Source: an optimization exercise on an open RTL-to-GDS flow (aim: small area and few clock cycles). Production flows keep margins and buffers that such runs may drop. The RTL was checked by simulation tests, not by an equivalence proof against the original design. No activity file was given, so power comes from the tool's default toggle rates.

==> design/flow/standard.sh <==
#!/bin/bash
# synth_recipe.tcl (not shown) runs the flow's synth.tcl, then flattens the netlist and writes it again
# the make line also repeats each setting of config.mk as NAME=value (left out here)
make -C /OpenROAD-flow-scripts/flow DESIGN_CONFIG=/design/flow/config.mk WORK_HOME=/design/flow/orfs CLKGATE_MAP_FILE= SYNTH_SCRIPT=/design/flow/synth_recipe.tcl "${@:-finish}"
==> design/flow/flow/run.sh <==
#!/bin/bash
# Layout flow: the standard flow (standard.sh) with three changes.
#  1. After the standard synthesis, the combinational logic between the
#     registers is remapped for area by ABC (flow/resyn.tcl, flow/resyn.abc).
#     The registers stay the standard synthesis's own cell instances, with
#     the same names and cell types.
#  2. Port buffers use buf_1, the smallest buffer cell, instead of the cell
#     buffer_ports picks by default.
#  3. The clock tree is built from clkbuf_4, in clusters of at most 6 sinks
#     within 40 um, without dummy loads.
# Each tool's output goes to its own log in this folder: std_synth.log,
# resyn.log, std_layout.log (ORFS also keeps per-step logs under orfs/logs/).
set -euo pipefail
R=orfs/results/${FLOW_PLATFORM}/vs1063_ste/base

bash standard.sh synth > std_synth.log 2>&1

cp "$R/1_2_yosys.v" "$R/1_2_yosys_standard.v"
YOSYS=$(command -v yosys || true)
[[ -n "$YOSYS" ]] || YOSYS="$FLOW_HOME/../tools/install/yosys/bin/yosys"
RESYN_LIB="$FLOW_HOME/platforms/${FLOW_PLATFORM}/lib/sky130_fd_sc_hd__tt_025C_1v80.lib" \
RESYN_IN="$R/1_2_yosys_standard.v" \
RESYN_TOP="$FLOW_TOP" \
RESYN_ABC=flow/resyn.abc \
RESYN_STAT=resyn_stat.txt \
RESYN_OUT="$R/1_2_yosys.v" \
  "$YOSYS" -c flow/resyn.tcl > resyn.log 2>&1
rm -f "$R/1_synth.odb" "$R/1_synth.sdc"

export BUFFER_PORTS_ARGS="-buffer_cell sky130_fd_sc_hd__buf_1"
export CTS_ARGS="-sink_clustering_enable -repair_clock_nets -dont_use_dummy_load -buf_list sky130_fd_sc_hd__clkbuf_4 -sink_clustering_size 6 -sink_clustering_max_diameter 40"
bash standard.sh > std_layout.log 2>&1
==> design/flow/flow/resyn.abc <==
strash
&get -n
&deepsyn -T 30
&dch -f
&nf -a -R 1000
&put
topo
==> design/flow/flow/resyn.tcl <==
# Remap the combinational logic of the standard synthesis netlist for area.
# Registers stay the standard synthesis's own cell instances (same names,
# same cell types); only the logic between them is rebuilt by ABC.
yosys -import
set lib $::env(RESYN_LIB)
read_liberty -ignore_miss_func $lib
read_verilog $::env(RESYN_IN)
hierarchy -top $::env(RESYN_TOP)
# sequential cells are kept as they are
setattr -mod -set keep_hierarchy 1 sky130_fd_sc_hd__*df* sky130_fd_sc_hd__*dl*
flatten
opt_clean -purge
techmap
opt_clean -purge
set du {}
foreach c {sky130_fd_sc_hd__probe_p_8 sky130_fd_sc_hd__probec_p_8 sky130_fd_sc_hd__lpflow_bleeder_1 sky130_fd_sc_hd__lpflow_clkbufkapwr_1 sky130_fd_sc_hd__lpflow_clkbufkapwr_16 sky130_fd_sc_hd__lpflow_clkbufkapwr_2 sky130_fd_sc_hd__lpflow_clkbufkapwr_4 sky130_fd_sc_hd__lpflow_clkbufkapwr_8 sky130_fd_sc_hd__lpflow_clkinvkapwr_1 sky130_fd_sc_hd__lpflow_clkinvkapwr_16 sky130_fd_sc_hd__lpflow_clkinvkapwr_2 sky130_fd_sc_hd__lpflow_clkinvkapwr_4 sky130_fd_sc_hd__lpflow_clkinvkapwr_8 sky130_fd_sc_hd__lpflow_decapkapwr_12 sky130_fd_sc_hd__lpflow_decapkapwr_3 sky130_fd_sc_hd__lpflow_decapkapwr_4 sky130_fd_sc_hd__lpflow_decapkapwr_6 sky130_fd_sc_hd__lpflow_decapkapwr_8 sky130_fd_sc_hd__lpflow_inputiso0n_1 sky130_fd_sc_hd__lpflow_inputiso0p_1 sky130_fd_sc_hd__lpflow_inputiso1n_1 sky130_fd_sc_hd__lpflow_inputiso1p_1 sky130_fd_sc_hd__lpflow_inputisolatch_1 sky130_fd_sc_hd__lpflow_isobufsrc_1 sky130_fd_sc_hd__lpflow_isobufsrc_16 sky130_fd_sc_hd__lpflow_isobufsrc_2 sky130_fd_sc_hd__lpflow_isobufsrc_4 sky130_fd_sc_hd__lpflow_isobufsrc_8 sky130_fd_sc_hd__lpflow_isobufsrckapwr_16 sky130_fd_sc_hd__lpflow_lsbuf_lh_hl_isowell_tap_1 sky130_fd_sc_hd__lpflow_lsbuf_lh_hl_isowell_tap_2 sky130_fd_sc_hd__lpflow_lsbuf_lh_hl_isowell_tap_4 sky130_fd_sc_hd__lpflow_lsbuf_lh_isowell_4 sky130_fd_sc_hd__lpflow_lsbuf_lh_isowell_tap_1 sky130_fd_sc_hd__lpflow_lsbuf_lh_isowell_tap_2 sky130_fd_sc_hd__lpflow_lsbuf_lh_isowell_tap_4} { lappend du -dont_use $c }
abc -liberty $lib {*}$du -script $::env(RESYN_ABC)
opt_clean -purge
# cell definitions back to library blackboxes
delete sky130_fd_sc_hd__*
read_liberty -lib $lib
hierarchy -top $::env(RESYN_TOP)
hilomap -singleton -hicell sky130_fd_sc_hd__conb_1 HI -locell sky130_fd_sc_hd__conb_1 LO
insbuf -buf sky130_fd_sc_hd__buf_4 A X
yosys rename -hide w:*.*
check -assert -mapped
tee -o $::env(RESYN_STAT) stat -liberty $lib
write_verilog -noattr -nohex -nodec $::env(RESYN_OUT)
==> design/flow/design.v <==
module vs1063_ste (
    input  wire        clk,
    input  wire        rst,
    input  wire        host_we,
    input  wire [3:0]  host_addr,
    input  wire [31:0] host_wdata,
    output reg  [31:0] host_rdata,
    output wire        busy,
    output wire [11:0] src_addr,
    input  wire [7:0]  src_rdata,
    output wire [11:0] srcw_addr,
    input  wire [15:0] srcw_rdata,
    output wire        dst_we,
    output wire [11:0] dst_addr,
    output wire [7:0]  dst_wdata,
    output reg         lines_oe,
    output reg         cs_cmd_n,
    output reg         cs_data_n,
    output reg         chip_rst_n,
    output wire        sck,
    output wire        mosi,
    input  wire        miso,
    input  wire        ready
);
    localparam [2:0] E_OK         = 3'd0;
    localparam [2:0] E_INV_FORMAT = 3'd2;
    localparam [2:0] E_OUT_OF_BND = 3'd3;
    localparam [2:0] E_INV_ARG    = 3'd4;
    localparam [2:0] E_ILLEGAL    = 3'd5;
    localparam [2:0] E_NOT_INIT   = 3'd6;
    localparam [4:0] S_IDLE = 5'd0;
    localparam [4:0] S_EXEC = 5'd1;
    localparam [4:0] S_WR   = 5'd2;    
    localparam [4:0] S_LAST = 5'd3;    
    localparam [4:0] S_RAM2 = 5'd4;
    localparam [4:0] S_RMW2 = 5'd5;
    localparam [4:0] S_SGAT = 5'd6;    
    localparam [4:0] S_SSMP = 5'd7;    
    localparam [4:0] S_RAS  = 5'd8;    
    localparam [4:0] S_RRC  = 5'd9;    
    localparam [4:0] S_INI2 = 5'd10;
    localparam [4:0] S_PREC = 5'd11;   
    localparam [4:0] S_PHDR = 5'd12;
    localparam [4:0] S_PD   = 5'd13;
    localparam [4:0] S_AMAG = 5'd14;   
    localparam [4:0] S_AREC = 5'd15;
    localparam [4:0] S_AL1  = 5'd16;
    localparam [4:0] S_AL2  = 5'd17;
    localparam [4:0] S_AA1  = 5'd18;
    localparam [4:0] S_AA2  = 5'd19;
    localparam [4:0] S_AD   = 5'd20;
    localparam [4:0] S_AD2  = 5'd21;
    localparam [4:0] S_FIN  = 5'd22;   
    reg [7:0]  arg_reg;
    reg [15:0] arg_a;
    reg [15:0] arg_b;
    reg [31:0] buf_len;
    reg [15:0] result;
    reg [25:0] xcount;      
    reg [11:0] err_pos;
    reg [2:0]  err;
    reg        busy_r;
    reg        init_done;
    reg        ovr;
    reg        last_rdy;
    assign busy = busy_r;
    always @(*) begin
        case (host_addr)
            4'd1:    host_rdata = {24'd0, 1'b0, err, 1'b0, ovr, init_done, busy_r};
            4'd2:    host_rdata = {24'd0, arg_reg};
            4'd3:    host_rdata = {16'd0, arg_a};
            4'd4:    host_rdata = {16'd0, arg_b};
            4'd5:    host_rdata = buf_len;
            4'd6:    host_rdata = {16'd0, result};
            4'd7:    host_rdata = {6'd0, xcount};
            4'd8:    host_rdata = {20'd0, err_pos};
            4'd9:    host_rdata = {27'd0, last_rdy,
                                   lines_oe & ~chip_rst_n,
                                   lines_oe & cs_data_n,
                                   lines_oe & cs_cmd_n,
                                   lines_oe};
            default: host_rdata = 32'd0;
        endcase
    end
    reg [4:0]  st;
    reg [3:0]  code;
    reg        ill;         
    reg        lbad;        
    reg [15:0] sh;          
    reg        fa;          
    reg        rd;          
    reg [11:0] p;           
    reg [12:0] rem;         
    reg [14:0] cnt;         
    reg [25:0] xc;          
    reg [5:0]  bc;          
    reg        run;         
    reg        freq;        
    reg        sck_r;
    reg        bdone;       
    reg        rle;         
    reg        odd;
    assign sck       = sck_r;
    assign src_addr  = p;
    assign srcw_addr = p;
    assign dst_addr  = xc[11:0];
    assign dst_wdata = sh[7:0];
    assign dst_we    = bdone & rd;
    wire strm = (st == S_SSMP);
    wire fend = run & ~strm & ~sck_r & bc[5];
    wire [7:0] b0 = {6'b000000, 1'b1, rd};
    wire usr = (code[3:1] == 3'b001) | (code[3:1] == 3'b100);
    reg [7:0] rb;
    always @(*) begin
        if (usr)
            rb = rem[7:0];
        else if (code == 4'hC)
            rb = fa ? 8'h03 : 8'h0B;
        else if (code == 4'hB && st == S_LAST)
            rb = 8'h0A;
        else
            rb = fa ? 8'h07 : 8'h06;
    end
    wire       fbit = bc[3] ? rb[~bc[2:0]] : b0[~bc[2:0]];
    assign mosi = (strm | bc[4]) ? (rd | sh[15]) : fbit;
    wire bufc = ~ill & ((code == 4'h4) | (code == 4'h5) | (code == 4'hA) | (code == 4'hB));
    wire resc = ~ill & ((code == 4'h3) | (code == 4'h7) | (code == 4'h8) | (code == 4'h9));
    wire [11:0] p_inc   = p + 12'd1;
    wire [12:0] rem_dec = rem - 13'd1;
    wire [14:0] cnt_dec = cnt - 15'd1;
    wire [25:0] xc_inc  = xc + 26'd1;
    wire [25:0] xc_s    = bdone ? xc_inc : xc;
    wire        rem_z   = (rem == 13'd0);
    wire [11:0] rec_pos = p - ((st == S_AA2) ? 12'd4 : 12'd1);
    wire [14:0] hq   = srcw_rdata[15] ? 15'd1 : srcw_rdata[14:0];
    wire [15:0] cmpy = (st == S_PHDR) ? {1'b0, hq} : {cnt, odd};
    wire        fits = cmpy < {3'b000, rem};
    wire w_buf = (host_wdata[3:1] == 3'b010) || (host_wdata[3:1] == 3'b101);
    reg [7:0] magic;
    always @(*) begin
        case (p[1:0])
            2'd0:    magic = 8'h50;
            2'd1:    magic = 8'h26;
            default: magic = 8'h48;
        endcase
    end
    always @(posedge clk) begin
        if (rst) begin
            arg_reg    <= 8'd0;
            arg_a      <= 16'd0;
            arg_b      <= 16'd0;
            buf_len    <= 32'd0;
            result     <= 16'd0;
            xcount     <= 26'd0;
            err_pos    <= 12'd0;
            err        <= E_OK;
            busy_r     <= 1'b0;
            init_done  <= 1'b0;
            ovr        <= 1'b0;
            last_rdy   <= 1'b0;
            lines_oe   <= 1'b0;
            cs_cmd_n   <= 1'b1;
            cs_data_n  <= 1'b1;
            chip_rst_n <= 1'b1;
            st         <= S_IDLE;
            run        <= 1'b0;
            freq       <= 1'b0;
            sck_r      <= 1'b0;
            bdone      <= 1'b0;
            code       <= 4'd0;
            ill        <= 1'b0;
            lbad       <= 1'b0;
            sh         <= 16'd0;
            fa         <= 1'b0;
            rd         <= 1'b0;
            p          <= 12'd0;
            rem        <= 13'd0;
            cnt        <= 15'd0;
            xc         <= 26'd0;
            bc         <= 6'd0;
            rle        <= 1'b0;
            odd        <= 1'b0;
        end else begin
            if (freq && !run) begin
                last_rdy <= ready;
                if (ready) begin
                    cs_cmd_n <= 1'b0;
                    run      <= 1'b1;
                    bc       <= 6'd0;
                    freq     <= 1'b0;
                end
            end
            if (run) begin
                if (sck_r) begin
                    sck_r <= 1'b0;
                    bc    <= bc + 6'd1;
                    if (strm | bc[4])
                        sh <= {sh[14:0], rd ? miso : sh[15]};
                    if (strm && bc[2:0] == 3'd7) begin
                        run   <= 1'b0;
                        bdone <= 1'b1;
                    end
                end else if (!strm && bc[5]) begin
                    cs_cmd_n <= 1'b1;
                    run      <= 1'b0;
                    fa       <= 1'b0;
                end else begin
                    sck_r <= 1'b1;
                end
            end
            if (host_we) begin
                case (host_addr)
                    4'd0: begin
                        if (busy_r) begin
                            ovr <= 1'b1;
                        end else begin
                            busy_r <= 1'b1;
                            st     <= S_EXEC;
                            code   <= host_wdata[3:0];
                            ill    <= (host_wdata[7:4] != 4'd0) || (host_wdata[3:0] == 4'h0) ||
                                      (host_wdata[3:1] == 3'b111);
                            sh     <= arg_a;
                            rem    <= w_buf ? buf_len[12:0] : {5'd0, arg_reg};
                            lbad   <= (buf_len[31:13] != 19'd0) ||
                                      (buf_len[12] && buf_len[11:0] != 12'd0);
                            p      <= 12'd0;
                            xc     <= w_buf ? 26'd0 :
                                      {10'd0, host_wdata[3] ? arg_a : arg_b};
                        end
                    end
                    4'd2: arg_reg <= host_wdata[7:0];
                    4'd3: arg_a   <= host_wdata[15:0];
                    4'd4: arg_b   <= host_wdata[15:0];
                    4'd5: buf_len <= host_wdata;
                    default: ;
                endcase
            end
            case (st)
                S_EXEC: begin
                    rd <= (code == 4'h3) | (code == 4'h5) | (code == 4'h8) | (code == 4'h9);
                    if (ill) begin
                        err     <= E_ILLEGAL;
                        err_pos <= 12'd0;
                        busy_r  <= 1'b0;
                        st      <= S_IDLE;
                    end else if (!init_done && code != 4'hC) begin
                        err     <= E_NOT_INIT;
                        err_pos <= 12'd0;
                        if (bufc) xcount <= xc;
                        busy_r  <= 1'b0;
                        st      <= S_IDLE;
                    end else if (bufc && lbad) begin
                        err     <= E_INV_ARG;
                        err_pos <= 12'd0;
                        xcount  <= xc;
                        busy_r  <= 1'b0;
                        st      <= S_IDLE;
                    end else begin
                        case (code)
                            4'h1: st <= S_WR;
                            4'h2, 4'h3: begin
                                freq <= 1'b1;
                                st   <= S_LAST;
                            end
                            4'h4, 4'h5: st <= S_SGAT;
                            4'h6, 4'h7: begin
                                fa   <= 1'b1;
                                freq <= 1'b1;
                                st   <= S_RAM2;
                            end
                            4'h8, 4'h9: begin
                                freq <= 1'b1;
                                st   <= S_RMW2;
                            end
                            4'hA: st <= S_PREC;
                            4'hB: begin
                                if (rem < 13'd3) begin
                                    err     <= E_INV_FORMAT;
                                    err_pos <= 12'd0;
                                    xcount  <= xc;
                                    busy_r  <= 1'b0;
                                    st      <= S_IDLE;
                                end else begin
                                    st <= S_AMAG;
                                end
                            end
                            4'hC: begin
                                lines_oe   <= 1'b1;
                                cs_cmd_n   <= 1'b1;
                                cs_data_n  <= 1'b1;
                                chip_rst_n <= 1'b0;
                                init_done  <= 1'b1;
                                st         <= S_RAS;
                            end
                            default: begin  
                                chip_rst_n <= 1'b0;
                                st         <= S_RAS;
                            end
                        endcase
                    end
                end
                S_WR: begin
                    last_rdy <= ready;
                    if (ready) begin
                        err     <= E_OK;
                        err_pos <= 12'd0;
                        busy_r  <= 1'b0;
                        st      <= S_IDLE;
                    end
                end
                S_LAST: begin
                    if (fend) begin
                        err     <= E_OK;
                        err_pos <= 12'd0;
                        if (bufc) xcount <= xc;
                        if (resc) result <= sh;
                        busy_r  <= 1'b0;
                        st      <= S_IDLE;
                    end
                end
                S_RAM2: begin
                    if (fend) begin
                        sh   <= xc[15:0];
                        rd   <= code[0];
                        freq <= 1'b1;
                        st   <= S_LAST;
                    end
                end
                S_RMW2: begin
                    if (fend) begin
                        sh   <= sh ^ (xc[15:0] & (code[0] ? sh : ~sh));
                        rd   <= 1'b0;
                        freq <= 1'b1;
                        st   <= S_LAST;
                    end
                end
                S_SGAT: begin
                    last_rdy <= ready;
                    if (ready) begin
                        cs_data_n <= 1'b0;
                        bc        <= 6'd0;
                        st        <= S_SSMP;
                    end
                end
                S_SSMP: begin
                    if (!run) begin
                        bdone <= 1'b0;
                        xc    <= xc_s;
                        if (!rem_z)
                            last_rdy <= ready;
                        if (!rem_z && ready) begin
                            sh[15:8] <= src_rdata;
                            p        <= p_inc;
                            rem      <= rem_dec;
                            sck_r    <= 1'b1;
                            run      <= 1'b1;
                        end else begin
                            cs_data_n <= 1'b1;
                            st        <= S_FIN;
                        end
                    end
                end
                S_RAS: begin
                    p <= p_inc;
                    if (p[8]) begin
                        chip_rst_n <= 1'b1;
                        st         <= S_RRC;
                    end
                end
                S_RRC: begin
                    if (p[10] && p[8]) begin
                        if (code[0]) begin
                            err     <= E_OK;
                            err_pos <= 12'd0;
                            busy_r  <= 1'b0;
                            st      <= S_IDLE;
                        end else begin
                            sh   <= 16'h6000;
                            fa   <= 1'b1;
                            freq <= 1'b1;
                            st   <= S_INI2;
                        end
                    end else begin
                        p <= p_inc;
                    end
                end
                S_INI2: begin
                    if (fend) begin
                        sh   <= 16'h2020;
                        freq <= 1'b1;
                        st   <= S_LAST;
                    end
                end
                S_PREC: begin
                    if (rem_z) begin
                        err     <= E_OK;
                        err_pos <= 12'd0;
                        xcount  <= xc;
                        busy_r  <= 1'b0;
                        st      <= S_IDLE;
                    end else begin
                        sh   <= srcw_rdata;
                        p    <= p_inc;
                        rem  <= rem_dec;
                        st   <= S_PHDR;
                    end
                end
                S_PHDR: begin
                    if (!fits) begin
                        err     <= E_OUT_OF_BND;
                        err_pos <= rec_pos;
                        xcount  <= xc;
                        busy_r  <= 1'b0;
                        st      <= S_IDLE;
                    end else begin
                        cnt  <= srcw_rdata[14:0];
                        rle  <= srcw_rdata[15];
                        p    <= p_inc;
                        rem  <= rem_dec;
                        fa   <= 1'b1;
                        freq <= 1'b1;
                        st   <= S_PD;
                    end
                end
                S_PD: begin
                    if (fend) begin
                        if (cnt == 15'd0) begin
                            if (rle) begin
                                p   <= p_inc;
                                rem <= rem_dec;
                            end
                            st <= S_PREC;
                        end else begin
                            sh   <= srcw_rdata;
                            if (!rle) begin
                                p   <= p_inc;
                                rem <= rem_dec;
                            end
                            cnt  <= cnt_dec;
                            xc   <= xc_inc;
                            freq <= 1'b1;
                        end
                    end
                end
                S_AMAG: begin
                    if (src_rdata != magic) begin
                        err     <= E_INV_FORMAT;
                        err_pos <= 12'd0;
                        xcount  <= xc;
                        busy_r  <= 1'b0;
                        st      <= S_IDLE;
                    end else begin
                        p   <= p_inc;
                        rem <= rem_dec;
                        if (p[1]) st <= S_AREC;
                    end
                end
                S_AREC: begin
                    if (rem_z) begin
                        err     <= E_OK;
                        err_pos <= 12'd0;
                        xcount  <= xc;
                        busy_r  <= 1'b0;
                        st      <= S_IDLE;
                    end else begin
                        odd  <= (src_rdata > 8'd3);    
                        rle  <= (src_rdata[1:0] == 2'd3);
                        p    <= p_inc;
                        rem  <= rem_dec;
                        st   <= S_AL1;
                    end
                end
                S_AL1: begin
                    if (odd) begin
                        err     <= E_INV_FORMAT;
                        err_pos <= rec_pos;
                        xcount  <= xc;
                        busy_r  <= 1'b0;
                        st      <= S_IDLE;
                    end else if (rem < 13'd4) begin
                        err     <= E_OUT_OF_BND;
                        err_pos <= rec_pos;
                        xcount  <= xc;
                        busy_r  <= 1'b0;
                        st      <= S_IDLE;
                    end else begin
                        cnt[14:7] <= src_rdata;
                        p         <= p_inc;
                        rem       <= rem_dec;
                        st        <= S_AL2;
                    end
                end
                S_AL2: begin
                    cnt[6:0] <= src_rdata[7:1];
                    odd      <= src_rdata[0];
                    p        <= p_inc;
                    rem      <= rem_dec;
                    st       <= S_AA1;
                end
                S_AA1: begin
                    sh[15:8] <= src_rdata;
                    p        <= p_inc;
                    rem      <= rem_dec;
                    st       <= S_AA2;
                end
                S_AA2: begin
                    sh[7:0] <= src_rdata;
                    if (rle) begin
                        freq <= 1'b1;
                        st   <= S_LAST;
                    end else if (!fits) begin
                        err     <= E_OUT_OF_BND;
                        err_pos <= rec_pos;
                        xcount  <= xc;
                        busy_r  <= 1'b0;
                        st      <= S_IDLE;
                    end else begin
                        fa   <= 1'b1;
                        freq <= 1'b1;
                        p    <= p_inc;
                        rem  <= rem_dec;
                        st   <= S_AD;
                    end
                end
                S_AD: begin
                    if (fend) begin
                        if (cnt == 15'd0) begin
                            if (odd) begin
                                p   <= p_inc;
                                rem <= rem_dec;
                            end
                            st <= S_AREC;
                        end else begin
                            sh[15:8] <= src_rdata;
                            p        <= p_inc;
                            rem      <= rem_dec;
                            freq     <= 1'b1;
                            st       <= S_AD2;
                        end
                    end
                end
                S_AD2: begin
                    sh[7:0] <= src_rdata;
                    p       <= p_inc;
                    rem     <= rem_dec;
                    cnt     <= cnt_dec;
                    xc      <= xc_inc;
                    st      <= S_AD;
                end
                S_FIN: begin
                    err     <= E_OK;
                    err_pos <= 12'd0;
                    xcount  <= xc;
                    busy_r  <= 1'b0;
                    st      <= S_IDLE;
                end
                default: ;
            endcase
        end
    end
endmodule
==> design/flow/config.mk <==
export PLATFORM = sky130hd
export DESIGN_NAME = vs1063_ste
export DESIGN_NICKNAME = vs1063_ste
export VERILOG_FILES = /design/flow/design.v
export SDC_FILE = /design/flow/constraint.sdc
export NUM_CORES = 4
export LEC_CHECK = 0
export CAP_MARGIN = 20
export CORE_MARGIN = 2
export CORE_UTILIZATION = 65
export SLEW_MARGIN = 20
==> design/flow/constraint.sdc <==
create_clock -name core_clock -period 10.0 [get_ports {clk}]
set_input_delay 2.0000 -clock core_clock [delete_from_list [all_inputs] [get_ports {clk}]]
set_output_delay 2.0000 -clock core_clock [all_outputs]
set_load 0.01 [all_outputs]
==> results.tsv <==
stage	metric	value	unit
status	status	complete, no violations	
worst_setup_path	Arr. time, crit path	7.48	ns
worst_setup_path	Slowest-stage cell, CP	nor2_1	
route	vias per cell	7.43	
final_layout	Largest regs	buf_len (32), xc (26), xcount (26)	
die	IO Pins	149	
sta	period utilization	0.685	
placement	RePlAce Congestion	1.07	
cts	CTS Hold Bufs	0	
logic_synthesis	Syn Area/Cell	8.66	sq um
sta	Slew headroom	0.190	
die	DIE AREA	19200	sq um
worst_setup_path	worst-path maximum fanout	18	
worst_setup_path	reg-to-reg slack, setup	3.15	ns
sta	count of final hold-check violations	0	
worst_setup_path	R2R Path End	p[11]	
die	FP Rows	49	
power_and_ir_drop	VDD IR max	115	uV
sta	final worst slack	3.15	ns
sta	FMAX	146	MHz
die	Initial Util	0.659	
power_and_ir_drop	P per Cell Area	146	nW/um^2
final_layout	share of post-route cells with drive strength above 1	0.0610	
cts	Post-CTS Setup Bufs	0	
cts	worst skew pair latency	0.70	ns
cts	cts repair resizes	0	
final_layout	largest reg by FF count	buf_len	
die	Die Wd	139	microns
global_routing	number of global-route vias before repair	12100	
final_layout	synth-to-layout area growth	9.99	%
worst_setup_path	CP top delay family	simple AND/OR/NAND/NOR gates	
worst_setup_path	Setup crit end	p[11]	
final_layout	number of flip-flops in the largest register	32	
power_and_ir_drop	leakage	4.81	nW
die	Die Ht	139	microns
worst_setup_path	FF-to-FF Start	st[3]	
route	number of DRC markers in iteration 0	2326	
placement	pre-CTS setup slack	3.40	ns
route	Vias	13200	
final_layout	Final nets	1607	
final_layout	Util after Layout	0.725	
placement	I/O Buffers	148	
worst_setup_path	max incr delay on CP	0.74	ns
logic_synthesis	Mapped Area	11800	sq um
sta	Slew @ Worst Pin	1.21	ns
die	core area	17800	sq um
global_routing	largest net degree at the start of global routing	46	
worst_setup_path	Crit path depth	25	
worst_setup_path	CP required	10.63	ns
logic_synthesis	net count after synthesis	1424	
cts	Longest Clk Path Bufs	3	
route	DRT Wirelength	45.4	mm
global_routing	first-pass GRT wire length	69.6	mm
logic_synthesis	yosys warns	1	
route	ANT nets after route	0	
sta	Slew Viols, Final	0	
sta	final setup violating endpoints	0	
worst_setup_path	CP Buf/Inv Count	0	
worst_setup_path	Critical path origin	st[3]	
logic_synthesis	cells after synthesis	1359	
cts	TritonCTS Sinks	243	
global_routing	all-layer global routing usage	0.457	
sta	Tmin final	6.85	ns
worst_setup_path	Crit Path Category	flip-flop to flip-flop	
global_routing	initial antenna violation count	1	
power_and_ir_drop	total power	1.89	mW
placement	dpl cells	1721	
sta	Fin Setup TNS	0	ns
final_layout	final non-filler cell total	1771	
flow_run	number of max-cap violations	0	
cts	clock buffer count from CTS	48	
worst_setup_path	CP endpoint kind	flip-flop	
worst_hold_path	HP Class	flip-flop to flip-flop	
worst_setup_path	CP dominant cell by count	a21oi_1	
sta	unrepaired setup endpoints after global routing	false	
cts	H-tree Lvls	2	
route	drt drc	0	
route	drt wl/cell	25.7	microns
placement	HPWL Detailed	32.6	mm
sta	clk_skew	0.0930	ns
route	drt first pass iters	11	
cts	CTS root buf	clkbuf_4	
cts	CTS tree	done	
worst_setup_path	startpoint types	flip-flop	
worst_setup_path	R2R depth	25	
global_routing	global route overflow	0	
cts	CTS clock-pin slew for the worst setup and hold paths	0.08	ns
## cell usage in the layout, fill, tap and decap left out, types with 9 or more instances in the layout
cell      instances
and2_0           22
a22oi_1          42
buf_4            29
a22o_1          144
dfxtp_1         243
nor3_1           57
nand2_1         150
nor2b_1          13
nand3_1          28
clkinv_1         13
buf_1           147
o21ai_0          89
a221o_1          16
or3_1             9
nor2_1          121
nand2b_1         24
xor2_1            9
a222oi_1         46
a21oi_1          93
clkbuf_4         48
nor4_1           20
xnor2_1          17
and3_1           18
a31oi_1          16
## tightest hold or removal path, stage by stage (launching register included)
cell	delay, ns
dfxtp_1	0.33
nand2_1	0.06
nand2_1	0.04
## routing by layer
layer | track usage | share of wire | routed length (microns)
met3 | 0.118 | 0.16 | 7050
met1 | 0.621 | 0.37 | 16800
met5 | 0 | 0 | 0
met4 | 0.228 | 0.062 | 2830
met2 | 0.678 | 0.41 | 18800
## per-stage QoR
| step | area (sq um) | hold slack (ns) |
|---|---|---|
| after floorplan | 11800 | 0.420 |
| after global placement | 12500 | 0.445 |
| after detailed placement | 12500 | 0.453 |
| after CTS | 12900 | 0.467 |
| after global routing | 12900 | 0.493 |
| final | 12900 | 0.465 |
## power by group
group / total [mW] / switching [mW] / internal (mW) / leakage (nW)
clock network: 0.570 / 0.351 / 0.219 / 0.221
registers: 1.01 / 0.0230 / 0.983 / 1.96
logic: 0.318 / 0.222 / 0.0968 / 2.63
## worst min-delay path by stage
stage,from,endpoint,cells after the start
after floorplan,err_pos[2],err_pos[2],2
after global placement,err_pos[1],err_pos[1],2
after detailed placement,arg_reg[4],rem[4],2
after CTS,err_pos[2],err_pos[2],2
after global routing,arg_reg[3],rem[3],2
final,arg_reg[4],rem[4],2
## cell type report
| cell class | instances | area [sq um] |
|---|---|---|
| Multi-Input combinational cell | 1059 | 6600 |
| Fill cell | 1417 | 4900 |
| Timing Repair Buffer | 177 | 774 |
| Inverter | 13 | 48.8 |
| Tap cell | 229 | 287 |
| Clock buffer | 48 | 360 |
| Sequential cell | 243 | 4860 |
| Antenna cell | 2 | 5.00 |
Testbench counts, summed over its fixed seeds: cycles 637,937.

afterwards: timing with drivers on the ports:
How much do the figures lean on ideal ports? The routed layout below was timed once more, with nothing changed but the port constraints.
Step 1 assumes that a clkbuf_16 drives the clock port and a buf_2 every other input.
Step 2, shift: input delay + t, output delay - t, t = (earliest + latest rising clock arrival at the registers) / 2. This alone moves slack from input paths to output paths.
Slacks: ideal ports / drivers / drivers and shift; pairs: ideal ports / drivers.
shift t [ns]: 0.701
slack for setup (ns): 3.153 / 3.153 / 3.153
cell pins on the clock port's net: 1
After both steps this run still meets setup and hold. The setup slack of this run moves by 0.000 ns with the drivers and by 0.000 ns with both steps.
